Context: an optimization exercise on an open-source flow, tuned for small area, a short achievable clock period and few clock cycles. The choices shown serve that exercise and are no tape-out recipe. In this exercise RTL edits were held to simulation tests only and were not proved equivalent to the original. Power figures rest on the tool's default switching activity, not on a simulated workload.

--- flow/design.v ---
module tmon_fcodec (
    input  wire        clk,
    input  wire        rst,       
    input  wire        req,
    input  wire        we,
    input  wire [11:0] idx,
    input  wire [31:0] wdata,
    output wire        ready,
    output reg         rvalid,
    output reg  [31:0] rdata
);
  localparam integer NB = 261;
  localparam [3:0] OP_NOP     = 4'h0;
  localparam [3:0] OP_CRCINIT = 4'h1;
  localparam [3:0] OP_CRCBYTE = 4'h2;
  localparam [3:0] OP_CRCBUF  = 4'h3;
  localparam [3:0] OP_ENCODE  = 4'h4;
  localparam [3:0] OP_DECODE  = 4'h5;
  localparam [3:0] OP_RPACK   = 4'h6;
  localparam [3:0] OP_RUNPACK = 4'h7;
  localparam [3:0] E_NONE      = 4'h0;
  localparam [3:0] D_SHORT     = 4'h1;
  localparam [3:0] D_SENTINEL  = 4'h2;
  localparam [3:0] D_LENGTH    = 4'h3;
  localparam [3:0] D_CHECKSUM  = 4'h4;
  localparam [3:0] D_ADDRESS   = 4'h5;
  localparam [3:0] E_ADDRESS   = 4'h6;
  localparam [3:0] E_CAPACITY  = 4'h7;
  localparam [3:0] E_PLEN      = 4'h8;
  localparam [3:0] E_RANGE     = 4'h9;
  localparam [3:0] R_LENGTH    = 4'hA;
  localparam [3:0] ILLEGAL_OP  = 4'hB;
  localparam [2:0] M_CRCBUF = 3'd0;
  localparam [2:0] M_ENC    = 3'd1;
  localparam [2:0] M_DEC    = 3'd2;
  localparam [2:0] M_UNPK   = 3'd3;
  localparam [2:0] M_DRETRY = 3'd4;
  function [15:0] crc_b1;
    input [15:0] s;
    input [7:0] d;
    begin
      crc_b1[0] = ^(s & 16'h01FF) ^ ^(d & 8'hFF);
      crc_b1[1] = ^(s & 16'h0200) ^ ^(d & 8'h00);
      crc_b1[2] = ^(s & 16'h0400) ^ ^(d & 8'h00);
      crc_b1[3] = ^(s & 16'h0800) ^ ^(d & 8'h00);
      crc_b1[4] = ^(s & 16'h1000) ^ ^(d & 8'h00);
      crc_b1[5] = ^(s & 16'h2000) ^ ^(d & 8'h00);
      crc_b1[6] = ^(s & 16'h4001) ^ ^(d & 8'h01);
      crc_b1[7] = ^(s & 16'h8003) ^ ^(d & 8'h03);
      crc_b1[8] = ^(s & 16'h0006) ^ ^(d & 8'h06);
      crc_b1[9] = ^(s & 16'h000C) ^ ^(d & 8'h0C);
      crc_b1[10] = ^(s & 16'h0018) ^ ^(d & 8'h18);
      crc_b1[11] = ^(s & 16'h0030) ^ ^(d & 8'h30);
      crc_b1[12] = ^(s & 16'h0060) ^ ^(d & 8'h60);
      crc_b1[13] = ^(s & 16'h00C0) ^ ^(d & 8'hC0);
      crc_b1[14] = ^(s & 16'h007F) ^ ^(d & 8'h7F);
      crc_b1[15] = ^(s & 16'h00FF) ^ ^(d & 8'hFF);
    end
  endfunction
  function [15:0] crc_b8;
    input [15:0] s;
    input [63:0] d;
    begin
      crc_b8[0] = ^(s & 16'hFE1F) ^ ^(d & 64'hFFFBFFE7FFAFFE1F);
      crc_b8[1] = ^(s & 16'h0220) ^ ^(d & 64'h000C002800F00220);
      crc_b8[2] = ^(s & 16'h0440) ^ ^(d & 64'h0018005001E00440);
      crc_b8[3] = ^(s & 16'h0880) ^ ^(d & 64'h003000A003C00880);
      crc_b8[4] = ^(s & 16'h1100) ^ ^(d & 64'h0060014007801100);
      crc_b8[5] = ^(s & 16'h2200) ^ ^(d & 64'h00C002800F002200);
      crc_b8[6] = ^(s & 16'h4401) ^ ^(d & 64'h018005001E004401);
      crc_b8[7] = ^(s & 16'h8803) ^ ^(d & 64'h03000A003C008803);
      crc_b8[8] = ^(s & 16'h1006) ^ ^(d & 64'h0600140078011006);
      crc_b8[9] = ^(s & 16'h200C) ^ ^(d & 64'h0C002800F002200C);
      crc_b8[10] = ^(s & 16'h4019) ^ ^(d & 64'h18005001E0044019);
      crc_b8[11] = ^(s & 16'h8033) ^ ^(d & 64'h3000A003C0088033);
      crc_b8[12] = ^(s & 16'h0066) ^ ^(d & 64'h6001400780110066);
      crc_b8[13] = ^(s & 16'h00CC) ^ ^(d & 64'hC002800F002200CC);
      crc_b8[14] = ^(s & 16'hFF87) ^ ^(d & 64'h7FFEFFF9FFEBFF87);
      crc_b8[15] = ^(s & 16'hFF0F) ^ ^(d & 64'hFFFDFFF3FFD7FF0F);
    end
  endfunction
  function [15:0] crc_init_lz;
    input [2:0] k;
    begin
      case (k)
        3'd0: crc_init_lz = 16'hFFFF;
        3'd1: crc_init_lz = 16'hFE54;
        3'd2: crc_init_lz = 16'h1557;
        3'd3: crc_init_lz = 16'h1733;
        3'd4: crc_init_lz = 16'hF335;
        3'd5: crc_init_lz = 16'hF445;
        3'd6: crc_init_lz = 16'h044F;
        3'd7: crc_init_lz = 16'h0F0F;
        default: crc_init_lz = 16'hFFFF;
      endcase
    end
  endfunction
  function [47:0] rows_of;
    input [8:0] a;
    integer k;
    begin
      for (k = 0; k < 8; k = k + 1)
        rows_of[6*k +: 6] = a[8:3] + ((k < a[2:0]) ? 6'd1 : 6'd0);
    end
  endfunction
  function [7:0] pay_lanes;
    input [1:0] c;
    input [2:0] k0;
    integer q;
    begin
      for (q = 0; q < 8; q = q + 1)
        pay_lanes[q] = ({c, 3'b000} + q) >= ({2'b00, k0} + 5'd3);
    end
  endfunction
  function [7:0] rotl8;
    input [7:0] v;
    input [2:0] s;
    reg [15:0] t;
    begin
      t = {v, v} << s;
      rotl8 = t[15:8];
    end
  endfunction
  reg        st_ok;
  reg [3:0]  st_err;
  reg [3:0]  st_lastop;
  reg [15:0] crc_acc;
  reg [7:0]  crc_din;
  reg [7:0]  f_addr;
  reg [7:0]  f_cmd;
  reg [8:0]  p_off;
  reg [8:0]  p_len;
  reg [15:0] in_len;
  reg [15:0] out_cap;
  reg [15:0] out_len;
  reg [7:0]  d_addr;
  reg [7:0]  d_cmd;
  reg [15:0] ch0, ch1, ch2, ch3;
  reg [8*NB-1:0] ibv;
  reg [8*NB-1:0] obv;
  reg        busy;
  reg [2:0]  e_mode;
  reg [47:0] brow;       
  reg [2:0]  ea_lo;      
  reg [47:0] orow;       
  reg [2:0]  rot_io;     
  reg [7:0]  obw;        
  reg [7:0]  ob_selo;    
  reg [7:0]  ob_sehi;    
  reg [2:0]  e_k0;       
  reg [1:0]  e_ck;       
  reg [5:0]  e_cnt;      
  reg        e_dv;       
  reg        e_cmp;      
  reg [15:0] eacc;
  reg [63:0] bq_r;       
  reg        wp_valid;
  reg [8:0]  wp_addr;
  reg [7:0]  wp_data;
  reg        pk_pend;
  reg        brd_ib1, brd_ib2, brd_ob;
  reg [8:0]  brd_addr;
  reg        sn_valid;
  reg [8:0]  sn_pos;
  reg [15:0] sn_crc;
  reg [7:0]  sn_n;
  reg [15:0] sn_cap;
  reg [7:0]  sn_rxlo;
  reg [7:0]  sn_rxhi;
  assign ready = !busy;
  wire acc_wr  = req && !busy && we;
  wire acc_rd  = req && !busy && !we;
  wire ctrl_wr = acc_wr && (idx == 12'h000);
  wire [3:0] op = wdata[3:0];
  wire ib_win = (idx[11:9] == 3'b001);
  wire ob_win = (idx[11:9] == 3'b010);
  wire [63:0] bank_q;
  genvar gb, gr;
  generate
    for (gb = 0; gb < 8; gb = gb + 1) begin : g_bank
      localparam integer NR = (NB - gb + 7) / 8;
      wire [8*NR-1:0] vec;
      for (gr = 0; gr < NR; gr = gr + 1) begin : g_row
        assign vec[8*gr +: 8] = ibv[8*(8*gr+gb) +: 8];
      end
      wire [5:0] row = brow[6*gb +: 6];
      assign bank_q[8*gb +: 8] = vec[8*row +: 8];
    end
  endgenerate
  wire [127:0] bq2     = {bq_r, bq_r};
  wire [63:0]  lanes_q = bq2[8*ea_lo +: 64];     
  wire [63:0]  ob_pay  = bq2[8*rot_io +: 64];    
  wire        m_enc = (e_mode == M_ENC);
  reg  [63:0] lane_d;
  reg  [4:0]  pj, hj;
  integer j;
  always @* begin
    for (j = 0; j < 8; j = j + 1) begin
      pj = {e_ck, 3'b000} + j;
      hj = pj - {2'b00, e_k0};
      if (pj < {2'b00, e_k0})
        lane_d[8*j +: 8] = 8'h00;
      else if (m_enc && hj == 5'd0)
        lane_d[8*j +: 8] = f_addr;
      else if (m_enc && hj == 5'd1)
        lane_d[8*j +: 8] = f_cmd;
      else if (m_enc && hj == 5'd2)
        lane_d[8*j +: 8] = p_len[7:0];
      else
        lane_d[8*j +: 8] = lanes_q[8*j +: 8];
    end
  end
  wire [15:0] eacc_next = crc_b8(eacc, lane_d);
  wire ob_hdr = busy && !e_dv && m_enc;
  reg [63:0] obank_d;
  integer b;
  always @* begin
    for (b = 0; b < 8; b = b + 1)
      obank_d[8*b +: 8] = ob_selo[b] ? eacc[7:0] :
                          ob_sehi[b] ? eacc[15:8] : ob_pay[8*b +: 8];
  end
  integer i;
  always @(posedge clk) begin
    for (i = 1; i < NB; i = i + 1) begin
      if (i == 1 && ob_hdr)
        obv[8*i +: 8] <= f_addr;
      else if (i == 2 && ob_hdr)
        obv[8*i +: 8] <= f_cmd;
      else if (i == 3 && ob_hdr)
        obv[8*i +: 8] <= p_len[7:0];
      else if (obw[i % 8] && orow[6*(i % 8) +: 6] == (i / 8))
        obv[8*i +: 8] <= obank_d[8*(i % 8) +: 8];
    end
  end
  wire [63:0] pack_d = {ch3, ch2, ch1, ch0};
  always @(posedge clk) begin
    for (i = 0; i < NB; i = i + 1) begin
      if (i < 8 && pk_pend)
        ibv[8*i +: 8] <= pack_d[8*(i % 8) +: 8];
      else if (wp_valid && wp_addr == i)
        ibv[8*i +: 8] <= wp_data;
    end
  end
  wire [7:0]  ib0 = ibv[7:0];
  wire [7:0]  ib1 = ibv[15:8];
  wire [7:0]  ib2 = ibv[23:16];
  wire [7:0]  ib3 = ibv[31:24];
  wire [9:0]  off_plus_len = {1'b0, p_off} + {1'b0, p_len};
  wire        range_bad    = off_plus_len > NB;
  wire [9:0]  off_plus_8   = {1'b0, p_off} + 10'd8;
  wire        addr_bad_f   = (f_addr == 8'd0) || (f_addr > 8'd247);
  wire        cap_bad      = {1'b0, out_cap} < ({8'h00, p_len} + 17'd6);
  wire        dec_short    = in_len < 16'd6;
  wire        dec_sent     = ib0 != 8'h01;
  wire        dec_lenbad   = ({8'h00, ib3} + 16'd6) != in_len;
  wire        addr_bad_d   = (ib1 == 8'd0) || (ib1 > 8'd247);
  wire        sn_ready     = sn_valid && ({1'b0, sn_pos} >= ({2'b00, sn_n} + 10'd5));
  wire        sn_crc_ok    = sn_cap == {sn_rxhi, sn_rxlo};
  wire        ib_pend      = wp_valid || pk_pend;
  wire [2:0]  cb_k0  = 3'd0 - p_len[2:0];
  wire [5:0]  cb_cnt = (p_len + 9'd7) >> 3;
  wire [8:0]  cb_ea  = p_off - {6'd0, cb_k0};
  wire [8:0]  en_len = {1'b0, p_len[7:0]} + 9'd3;
  wire [2:0]  en_k0  = 3'd0 - en_len[2:0];
  wire [5:0]  en_cnt = (en_len + 9'd7) >> 3;
  wire [8:0]  en_ea  = p_off - 9'd3 - {6'd0, en_k0};
  wire [8:0]  en_eo  = 9'd1 - {6'd0, en_k0};
  wire [8:0]  en_crc = {1'b0, p_len[7:0]} + 9'd4;
  wire [8:0]  de_len = {1'b0, ib3} + 9'd3;
  wire [2:0]  de_k0  = 3'd0 - de_len[2:0];
  wire [5:0]  de_cnt = (de_len + 9'd7) >> 3;
  wire [8:0]  de_ea  = 9'd1 - {6'd0, de_k0};
  wire [3:0] cb_code  = range_bad ? E_RANGE : E_NONE;
  wire       cb_run   = !range_bad && (p_len != 9'd0);
  wire [3:0] en_code  = addr_bad_f ? E_ADDRESS :
                        (p_len > 9'd255) ? E_PLEN :
                        range_bad ? E_RANGE :
                        cap_bad ? E_CAPACITY : E_NONE;
  wire       en_run   = (en_code == E_NONE);
  wire [3:0] dp_code  = dec_short ? D_SHORT :
                        dec_sent ? D_SENTINEL :
                        dec_lenbad ? D_LENGTH : E_NONE;
  wire [3:0] df_code  = !sn_crc_ok ? D_CHECKSUM :
                        addr_bad_d ? D_ADDRESS : E_NONE;
  wire       de_run   = (dp_code == E_NONE) && !sn_ready;
  wire [3:0] de_code  = (dp_code != E_NONE) ? dp_code : df_code;
  wire       de_ok    = !de_run && (de_code == E_NONE);
  wire [3:0] un_code  = (p_len != 9'd8) ? R_LENGTH :
                        (off_plus_8 > NB) ? E_RANGE : E_NONE;
  wire       un_run   = (un_code == E_NONE);
  reg  [3:0] op_code;
  reg        op_run;
  always @* begin
    op_run = 1'b0;
    case (op)
      OP_NOP, OP_CRCINIT, OP_CRCBYTE, OP_RPACK: op_code = E_NONE;
      OP_CRCBUF:  begin op_code = cb_code; op_run = cb_run; end
      OP_ENCODE:  begin op_code = en_code; op_run = en_run; end
      OP_DECODE:  begin op_code = de_code; op_run = de_run || ib_pend; end
      OP_RUNPACK: begin op_code = un_code; op_run = un_run; end
      default:    op_code = ILLEGAL_OP;
    endcase
  end
  wire [47:0] cb_rows = rows_of(cb_ea);
  wire [47:0] en_rows = rows_of(en_ea);
  wire [47:0] de_rows = rows_of(de_ea);
  wire [47:0] un_rows = rows_of(p_off);
  wire [47:0] eo_rows = rows_of(en_eo);
  wire [47:0] hr_rows = rows_of(idx[8:0]);
  reg [47:0] req_rows;
  reg [2:0]  req_lo;
  reg [2:0]  req_mode;
  always @* begin
    case (op[2:0])
      3'd3:    begin req_rows = cb_rows; req_lo = cb_ea[2:0]; req_mode = M_CRCBUF; end
      3'd4:    begin req_rows = en_rows; req_lo = en_ea[2:0]; req_mode = M_ENC; end
      3'd5:    begin req_rows = de_rows; req_lo = de_ea[2:0];
                     req_mode = ib_pend ? M_DRETRY : M_DEC; end
      default: begin req_rows = un_rows; req_lo = p_off[2:0]; req_mode = M_UNPK; end
    endcase
    if (!we) begin
      req_rows = hr_rows;
      req_lo   = idx[2:0];
    end
  end
  wire [15:0] crc_byte_next = crc_b1(crc_acc, crc_din);
  wire [15:0] sn_next       = crc_b1(sn_crc, wp_data);
  wire [15:0] sn_first      = crc_b1(16'hFFFF, wp_data);
  wire dec_retry = busy && (e_mode == M_DRETRY);
  wire dec_now   = ctrl_wr && (op == OP_DECODE) && !ib_pend;
  wire e_setup   = busy && !e_dv;
  wire e_proc    = busy && e_dv && !e_cmp;
  wire e_last    = (e_cnt == 6'd1);
  wire [7:0] ob_q = (brd_addr == 9'd0) ? 8'h01 : obv[8*brd_addr +: 8];
  wire [7:0] ib_q = bq_r[8*brd_addr[2:0] +: 8];
  reg [31:0] rd_val;
  always @* begin
    case (idx)
      12'h001: rd_val = {20'h0, st_lastop, st_err, 3'b000, st_ok};
      12'h002: rd_val = {16'h0, crc_acc};
      12'h003: rd_val = {24'h0, crc_din};
      12'h004: rd_val = {24'h0, f_addr};
      12'h005: rd_val = {24'h0, f_cmd};
      12'h006: rd_val = {23'h0, p_off};
      12'h007: rd_val = {23'h0, p_len};
      12'h008: rd_val = {16'h0, in_len};
      12'h009: rd_val = {16'h0, out_cap};
      12'h00A: rd_val = {16'h0, out_len};
      12'h00B: rd_val = {24'h0, d_addr};
      12'h00C: rd_val = {24'h0, d_cmd};
      12'h00D: rd_val = {16'h0, ch0};
      12'h00E: rd_val = {16'h0, ch1};
      12'h00F: rd_val = {16'h0, ch2};
      12'h010: rd_val = {16'h0, ch3};
      default: rd_val = 32'h0;
    endcase
  end
  integer k;
  always @(posedge clk) begin
    bq_r    <= bank_q;
    wp_addr <= idx[8:0];
    wp_data <= wdata[7:0];
    if (!(brd_ib1 || brd_ib2 || brd_ob))
      brd_addr <= idx[8:0];
    if (!busy) begin
      brow   <= req_rows;
      ea_lo  <= req_lo;
      e_mode <= req_mode;
      e_dv   <= 1'b0;
      e_cmp  <= 1'b0;
    end else begin
      for (k = 0; k < 8; k = k + 1)
        brow[6*k +: 6] <= brow[6*k +: 6] + 6'd1;
      e_dv <= 1'b1;
    end
    if (e_setup) begin
      e_ck <= 2'd0;
      case (e_mode)
        M_ENC: begin
          e_k0   <= en_k0;
          e_cnt  <= en_cnt;
          eacc   <= crc_init_lz(en_k0);
          orow   <= eo_rows;
          rot_io <= p_off[2:0] - 3'd4;
        end
        M_DEC: begin
          e_k0  <= de_k0;
          e_cnt <= de_cnt;
          eacc  <= crc_init_lz(de_k0);
        end
        default: begin
          e_k0  <= cb_k0;
          e_cnt <= cb_cnt;
          eacc  <= crc_init_lz(cb_k0);
        end
      endcase
    end
    if (e_proc && e_mode != M_UNPK) begin
      eacc  <= eacc_next;
      e_cnt <= e_cnt - 6'd1;
      if (e_ck != 2'd2) e_ck <= e_ck + 2'd1;
      if (m_enc)
        for (k = 0; k < 8; k = k + 1)
          orow[6*k +: 6] <= orow[6*k +: 6] + 6'd1;
      if (e_last && e_mode == M_DEC)
        e_cmp <= 1'b1;
    end
    if (dec_retry) begin
      brow   <= de_rows;
      ea_lo  <= de_ea[2:0];
      e_mode <= M_DEC;
      e_dv   <= 1'b0;
    end
  end
  task finish;
    input [3:0] opv;
    input [3:0] code;
    begin
      st_lastop <= opv;
      st_err    <= code;
      st_ok     <= (code == E_NONE);
    end
  endtask
  always @(posedge clk) begin
    if (rst) begin
      st_ok     <= 1'b0;
      st_err    <= 4'h0;
      st_lastop <= 4'h0;
      crc_acc   <= 16'hFFFF;
      crc_din   <= 8'h00;
      f_addr    <= 8'h00;
      f_cmd     <= 8'h00;
      p_off     <= 9'h000;
      p_len     <= 9'h000;
      in_len    <= 16'h0000;
      out_cap   <= 16'h0000;
      out_len   <= 16'h0000;
      d_addr    <= 8'h00;
      d_cmd     <= 8'h00;
      ch0       <= 16'h0000;
      ch1       <= 16'h0000;
      ch2       <= 16'h0000;
      ch3       <= 16'h0000;
      busy      <= 1'b0;
      obw       <= 8'h00;
      ob_selo   <= 8'h00;
      ob_sehi   <= 8'h00;
      wp_valid  <= 1'b0;
      pk_pend   <= 1'b0;
      brd_ib1   <= 1'b0;
      brd_ib2   <= 1'b0;
      brd_ob    <= 1'b0;
      sn_valid  <= 1'b0;
      rvalid    <= 1'b0;
      rdata     <= 32'h0;
    end else begin
      wp_valid <= acc_wr && ib_win && (idx[8:0] < NB);
      pk_pend  <= ctrl_wr && (op == OP_RPACK);
      if (pk_pend) begin
        sn_valid <= 1'b0;
      end else if (wp_valid) begin
        if (wp_addr == 9'd1)
          sn_valid <= 1'b1;
        else if (wp_addr >= 9'd2 && wp_addr <= sn_pos)
          sn_valid <= 1'b0;
      end
      obw     <= 8'h00;
      ob_selo <= 8'h00;
      ob_sehi <= 8'h00;
      if (busy && m_enc) begin
        if (!e_dv)
          obw <= rotl8(pay_lanes(2'd0, en_k0), 3'd1 - en_k0);
        else if (!e_last)
          obw <= rotl8(pay_lanes((e_ck == 2'd2) ? 2'd2 : e_ck + 2'd1, e_k0), 3'd1 - e_k0);
        else begin
          obw     <= rotl8(8'b0000_0011, en_crc[2:0]);
          ob_selo <= rotl8(8'b0000_0001, en_crc[2:0]);
          ob_sehi <= rotl8(8'b0000_0010, en_crc[2:0]);
        end
      end
      if (busy && e_dv) begin
        case (e_mode)
          M_UNPK: begin
            ch0  <= lanes_q[15:0];
            ch1  <= lanes_q[31:16];
            ch2  <= lanes_q[47:32];
            ch3  <= lanes_q[63:48];
            busy <= 1'b0;
          end
          M_CRCBUF: begin
            if (e_last) begin
              crc_acc <= eacc_next;
              busy    <= 1'b0;
            end
          end
          M_ENC: begin
            if (e_last) busy <= 1'b0;
          end
          M_DEC: begin
            if (e_cmp) begin
              busy <= 1'b0;
              if (lanes_q[15:0] != eacc) begin
                finish(OP_DECODE, D_CHECKSUM);
              end else if (addr_bad_d) begin
                finish(OP_DECODE, D_ADDRESS);
              end else begin
                d_addr <= ib1;
                d_cmd  <= ib2;
                p_off  <= 9'd4;
                p_len  <= {1'b0, ib3};
                finish(OP_DECODE, E_NONE);
              end
            end
          end
          default: ;
        endcase
      end
      if (dec_retry) begin
        busy <= de_run;
        if (!de_run) finish(OP_DECODE, de_code);
        if (de_ok) begin
          d_addr <= ib1;
          d_cmd  <= ib2;
          p_off  <= 9'd4;
          p_len  <= {1'b0, ib3};
        end
      end
      if (acc_wr) begin
        case (idx)
          12'h003: crc_din <= wdata[7:0];
          12'h004: f_addr  <= wdata[7:0];
          12'h005: f_cmd   <= wdata[7:0];
          12'h006: p_off   <= wdata[8:0];
          12'h007: p_len   <= wdata[8:0];
          12'h008: in_len  <= wdata[15:0];
          12'h009: out_cap <= wdata[15:0];
          12'h00D: ch0     <= wdata[15:0];
          12'h00E: ch1     <= wdata[15:0];
          12'h00F: ch2     <= wdata[15:0];
          12'h010: ch3     <= wdata[15:0];
          default: ;
        endcase
      end
      if (ctrl_wr) begin
        busy <= op_run;
        if (op != OP_NOP && !(op == OP_DECODE && ib_pend))
          finish(op, op_code);
        case (op)
          OP_CRCINIT: crc_acc <= 16'hFFFF;
          OP_CRCBYTE: crc_acc <= crc_byte_next;
          OP_CRCBUF:  if (!range_bad && p_len == 9'd0) crc_acc <= 16'hFFFF;
          OP_ENCODE:  out_len <= en_run ? ({7'h00, p_len} + 16'd6) : 16'h0000;
          OP_RPACK: begin
            p_off <= 9'd0;
            p_len <= 9'd8;
          end
          default: ;
        endcase
      end
      if (dec_now && de_ok) begin
        d_addr <= ib1;
        d_cmd  <= ib2;
        p_off  <= 9'd4;
        p_len  <= {1'b0, ib3};
      end
      rvalid <= 1'b0;
      if (acc_rd) begin
        if (ib_win)
          brd_ib1 <= 1'b1;
        else if (ob_win)
          brd_ob <= 1'b1;
        else begin
          rvalid <= 1'b1;
          rdata  <= rd_val;
        end
      end
      if (brd_ib1) begin
        brd_ib1 <= 1'b0;
        brd_ib2 <= 1'b1;
      end
      if (brd_ib2) begin
        brd_ib2 <= 1'b0;
        rvalid  <= 1'b1;
        rdata   <= (brd_addr < NB) ? {24'h0, ib_q} : 32'h0;
      end
      if (brd_ob) begin
        brd_ob <= 1'b0;
        rvalid <= 1'b1;
        rdata  <= (brd_addr < NB) ? {24'h0, ob_q} : 32'h0;
      end
    end
  end
  always @(posedge clk) begin
    if (wp_valid) begin
      if (wp_addr == 9'd1) begin
        sn_pos <= 9'd1;
        sn_crc <= sn_first;
      end else if (wp_addr == sn_pos + 9'd1) begin
        sn_pos <= wp_addr;
        sn_crc <= sn_next;
        if (wp_addr == 9'd3) begin
          sn_n <= wp_data;
          if (wp_data == 8'h00) sn_cap <= sn_next;
        end else if (wp_addr > 9'd3) begin
          if (wp_addr == {1'b0, sn_n} + 9'd3) sn_cap  <= sn_next;
          if (wp_addr == {1'b0, sn_n} + 9'd4) sn_rxlo <= wp_data;
          if (wp_addr == {1'b0, sn_n} + 9'd5) sn_rxhi <= wp_data;
        end
      end
    end
  end
endmodule
--- flow/run.sh ---
#!/bin/bash
# synth_recipe.tcl (not shown) runs the flow's synth.tcl, then flattens the netlist and writes it again
# the make line also repeats each setting of config.mk as NAME=value (left out here)
make -C /OpenROAD-flow-scripts/flow DESIGN_CONFIG=/design/flow/config.mk WORK_HOME=/design/flow/orfs CLKGATE_MAP_FILE= SYNTH_SCRIPT=/design/flow/synth_recipe.tcl finish
--- flow/config.mk ---
export PLATFORM = sky130hd
export DESIGN_NAME = tmon_fcodec
export DESIGN_NICKNAME = tmon_fcodec
export VERILOG_FILES = /design/flow/design.v
export SDC_FILE = /design/flow/constraint.sdc
export NUM_CORES = 4
export LEC_CHECK = 0
export ABC_CLOCK_PERIOD_IN_PS = 4000
export CAP_MARGIN = 20
export CORE_MARGIN = 2
export CORE_UTILIZATION = 50
export SETUP_SLACK_MARGIN = 5
export SLEW_MARGIN = 20
export SYNTH_MEMORY_MAX_BITS = 4096
--- flow/constraint.sdc ---
create_clock -name core_clock -period 10.0 [get_ports {clk}]
set_input_delay 2.0000 -clock core_clock [delete_from_list [all_inputs] [get_ports {clk}]]
set_output_delay 2.0000 -clock core_clock [all_outputs]
set_load 0.01 [all_outputs]
==> summary.md <==
| Metric | Value |
|---|---|
| Grt total ovfl | 0 |
| Vias in the first global route | 123,000 |
| Max Transition Viols Final | 0 |
| Clock Power Share | 0.369 |
| Power density over the cells | 211 nW/um^2 |
| DP Cell Count | 17,900 |
| CTS Sinks | 4,686 |
| H-tree levels | 5 |
| Worst VDD drop | 472 uV |
| # IOs | 82 |
| Sw Share | 0.283 |
| Largest net degree at the start of global routing | 159 |
| Post-layout util | 0.562 |
| Area growth, synth to finish | 12.2% |
| Static Leak | 74.2 nW |
| CTS tree | yes |
| Total Routing Usage GR | 0.361 |
| Critical Path Source Type | flop |
| Crit path DAT | 6310 ps |
| Max-Cap Viols | 0 |
| Antenna Nets Post-Route | 0 |
| Synth Area per Inst | 15.9 um^2 |
| Int Power | 34.8 mW |
| Hold buffers post-CTS | 0 |
| Drt first pass iters | 8 |
| Vias | 128,000 |
| Synth top area share | 0.626 |
| Crit share post-route | 0.535 |
| Die span in x | 645 um |
| Post-DR vias/cell | 6.75 |
| Max Buffers Root-to-Sink | 4 |
| Clk Latency, worst-skew pair | 1100 ps |
| Layout Skew | 90.3 ps |
| Tmin final | 5350 ps |
| Unrepaired setup endpoints after global routing | true |
| Initial antenna violation count | 90 |
| Max Clk Rate | 187 MHz |
| Top post-synthesis cells by area | edfxtp_1 (63%), mux4_2 (12%), dfxtp_1 (4.0%), mux2i_1 (2.9%), nor2_1 (2.0%) |
| Final Hold Viols | 0 |
| Yosys warnings | 9 |
| Critical Path RT | 10,960 ps |
| Total Wirelength | 760,000 um |
| Initial DRC count | 18,800 |
| Initial Util | 0.501 |
| Reg power frac | 0.458 |
| Die Area | 416,000 um^2 |
| Global-route wire length before repair | 1,030,000 um |
| Worst-Margin Slew | 1290 ps |
| Worst setup EP type | flop |
| Setup_tns | 0 ps |
| Slew headroom | 0.138 |
| Gate power share | 0.174 |
| Post-Syn Area | 205,000 um^2 |
| Post-route cell area | 230,000 um^2 |
| P_sw | 13.7 mW |
| Ys flop type | edfxtp_1 |
| Post-Synthesis Cells | 12,900 |
| Async SR Flop Fraction | 0 |
| PortBufs | 49 |
| Core area | 409,000 um^2 |
| Routed len/inst | 40.2 um |
| Worst Path Max Fanout | 53 |
| Register area share after synthesis | 0.666 |
| Endpoints failing setup | 0 |
| Cell Area, Placed | 213,000 um^2 |
| Worst-path clk slew | 60 ps |
| Placer congestion estimate | 1.02 |
| Status | finished clean |
| Residual DRC count | 0 |
| Nets | 13,300 |
| Synth unique cells | 114 |
| Cell taking the most area after synthesis | edfxtp_1 |
| Non-filler cells, final | 18,900 |
| EDFF count, synth | 4,281 |
| FP Rows | 235 |
| Seq cells post-synth | 4,686 |
| DPL Wire Length | 492,000 um |
| TritonCTS buffer count | 471 |
| Clk root buf | clkbuf_16 |
| Die H | 645 um |
| Ratio of cells with drive above 1 in the final layout | 0.202 |
| Hold WC Path Type | flop to flop |
| Setup CP Type | flop to flop |
registers in the layout (all words and copies together) (netlist names), 40 cells and up, named ones only:
signal	cells
ibv	2088
obv	2080
bq_r	64
brow	48
orow	40
cell usage after synthesis, types with 79 or more instances:
cell type	n
edfxtp_1	4281
mux4_2	1125
nor2_1	1071
nand2_1	880
a21oi_1	634
clkbuf_1	593
mux2i_1	593
o21ai_0	455
dfxtp_1	405
xnor2_1	299
ha_1	229
xor2_1	171
o22ai_1	146
buf_1	144
nor3_1	140
nand3_1	136
o221ai_1	134
mux2_2	120
inv_1	119
a211oi_1	114
buf_2	102
o211ai_1	81
a221oi_1	79
layout make-up:
class | instances | area, um^2
diodes | 68 | 170
clock buffers | 560 | 12300
clock inverters | 321 | 3310
fillers | 31900 | 179000
inverters | 132 | 541
multi-input cells | 7226 | 66300
flip-flops and latches | 4686 | 137000
well taps | 5451 | 6820
repair buffers | 464 | 4040
critical path, stage by stage, from the launching register on:
cell,delay (ps)
edfxtp_1,610
buf_4,470
nand2_4,420
buf_6,370
o221ai_1,430
o22ai_1,160
nor3_1,220
a211oi_1,80
o21ai_0,660
a21oi_1,390
o32ai_2,760
a221oi_2,250
a211oi_1,280
cells in the final DEF (no fill, tap or decap), types with 68 or more instances in the layout:
master     instances
edfxtp_1        4281
mux4_2          1125
nor2_1          1055
nand2_1          874
a21oi_1          629
mux2i_1          577
clkbuf_16        478
buf_4            373
o21ai_0          372
dfxtp_1          370
xnor2_1          286
ha_1             223
xor2_1           162
o22ai_1          145
o221ai_1         134
nand3_1          126
nor3_1           124
mux2_2           120
inv_1            114
clkinv_1         111
a211oi_1         111
clkinv_2          99
o211ai_1          81
clkbuf_1          78
a221oi_1          77
diode_2           68
through the flow:
stage | setup slack, ps | hold slack (ps) | power (mW)
floorplan | 4990 | 415 | 26.0
global placement | 1720 | 440 | 29.8
detailed placement | 2950 | 431 | 29.9
finish | 4650 | 447 | 48.5
CTS | 4960 | 448 | 48.0
global route | 4910 | 461 | 49.4
metal layers:
metal | global-route usage | share of wire | up-vias | wire length, um
met2 | 0.552 | 0.45 | 8496 | 345000
met5 | 0.000925 | 0.00038 | - | 289
met1 | 0.466 | 0.37 | 66100 | 279000
li1 | - | - | 51100 | -
met3 | 0.0773 | 0.099 | 2009 | 75300
met4 | 0.244 | 0.080 | 38 | 60700
final timing paths:
kind | from | endpoint | slack, ps | depth (start not counted)
setup / recovery | brd_addr[2] | rdata[6] | 4650 | 12
hold / removal | sn_crc[10] | sn_cap[2] | 450 | 0
setup reg to reg | brd_addr[2] | rdata[6] | 4650 | 12
hold reg to reg | sn_crc[10] | sn_cap[2] | 450 | 0
logic make-up (layout without fill, tap and decap cells):
logic type,after synthesis,in the layout,share of synthesized area
xor gates and xnor gates,496,496,0.0226
muxes,1846,1846,0.160
DFF,4686,4686,0.666
AOI/OAI and AO/OA,2022,2022,0.0623
buffers and inverters,1009,1477,0.0201
and+or+nand+nor,2612,2613,0.0551
adders and majority gates,233,233,0.0143
other,1,84,0.0000183
power groups by stage:
stage	clock network (mW)	logic [mW]	registers [mW]
after floorplan	0	3.54	22.4
final	17.9	8.42	22.2
after global placement	0	7.21	22.6
after detailed placement	0	7.26	22.6
after global routing	18.8	8.49	22.2
after CTS	18.0	7.82	22.2
repair_timing:
action,CTS,global route
endpoints found under the setup margin,122,65
resized for setup,113,72
pin swaps,4,11
buffers inserted,32,10
cloned,2,2
Testbench counts, summed over its fixed seeds: cycles 67,667.

==> afterwards: timing with drivers on the ports <==
The results above use ideal ports. As a check the final layout listed here was re-extracted and re-timed, cells and wires unchanged.
Step 1 assumes that a clkbuf_16 drives the clock port and a buf_2 every other input.
Step 2 adds t to the input delays and takes it off the output delays; t is the mean of the earliest and latest rising clock arrival at the registers after step 1. Input paths then give back, and output paths get back, about the clock's delay inside the block.
a / b / c = ideal ports / drivers / drivers and shift; a / b = the first two.
t, ns: 1.176
slack for setup (ns): 4.646 / 4.646 / 4.008
hold slack, ns: 0.447 / 0.447 / 0.447
clock arrival spread, ns: 0.094 / 0.094
cell pins on the clock port's net: 1
After both steps setup and hold are still met in this run. For this run, drivers alone change the setup slack by 0.000 ns; drivers and shift together by -0.638 ns.
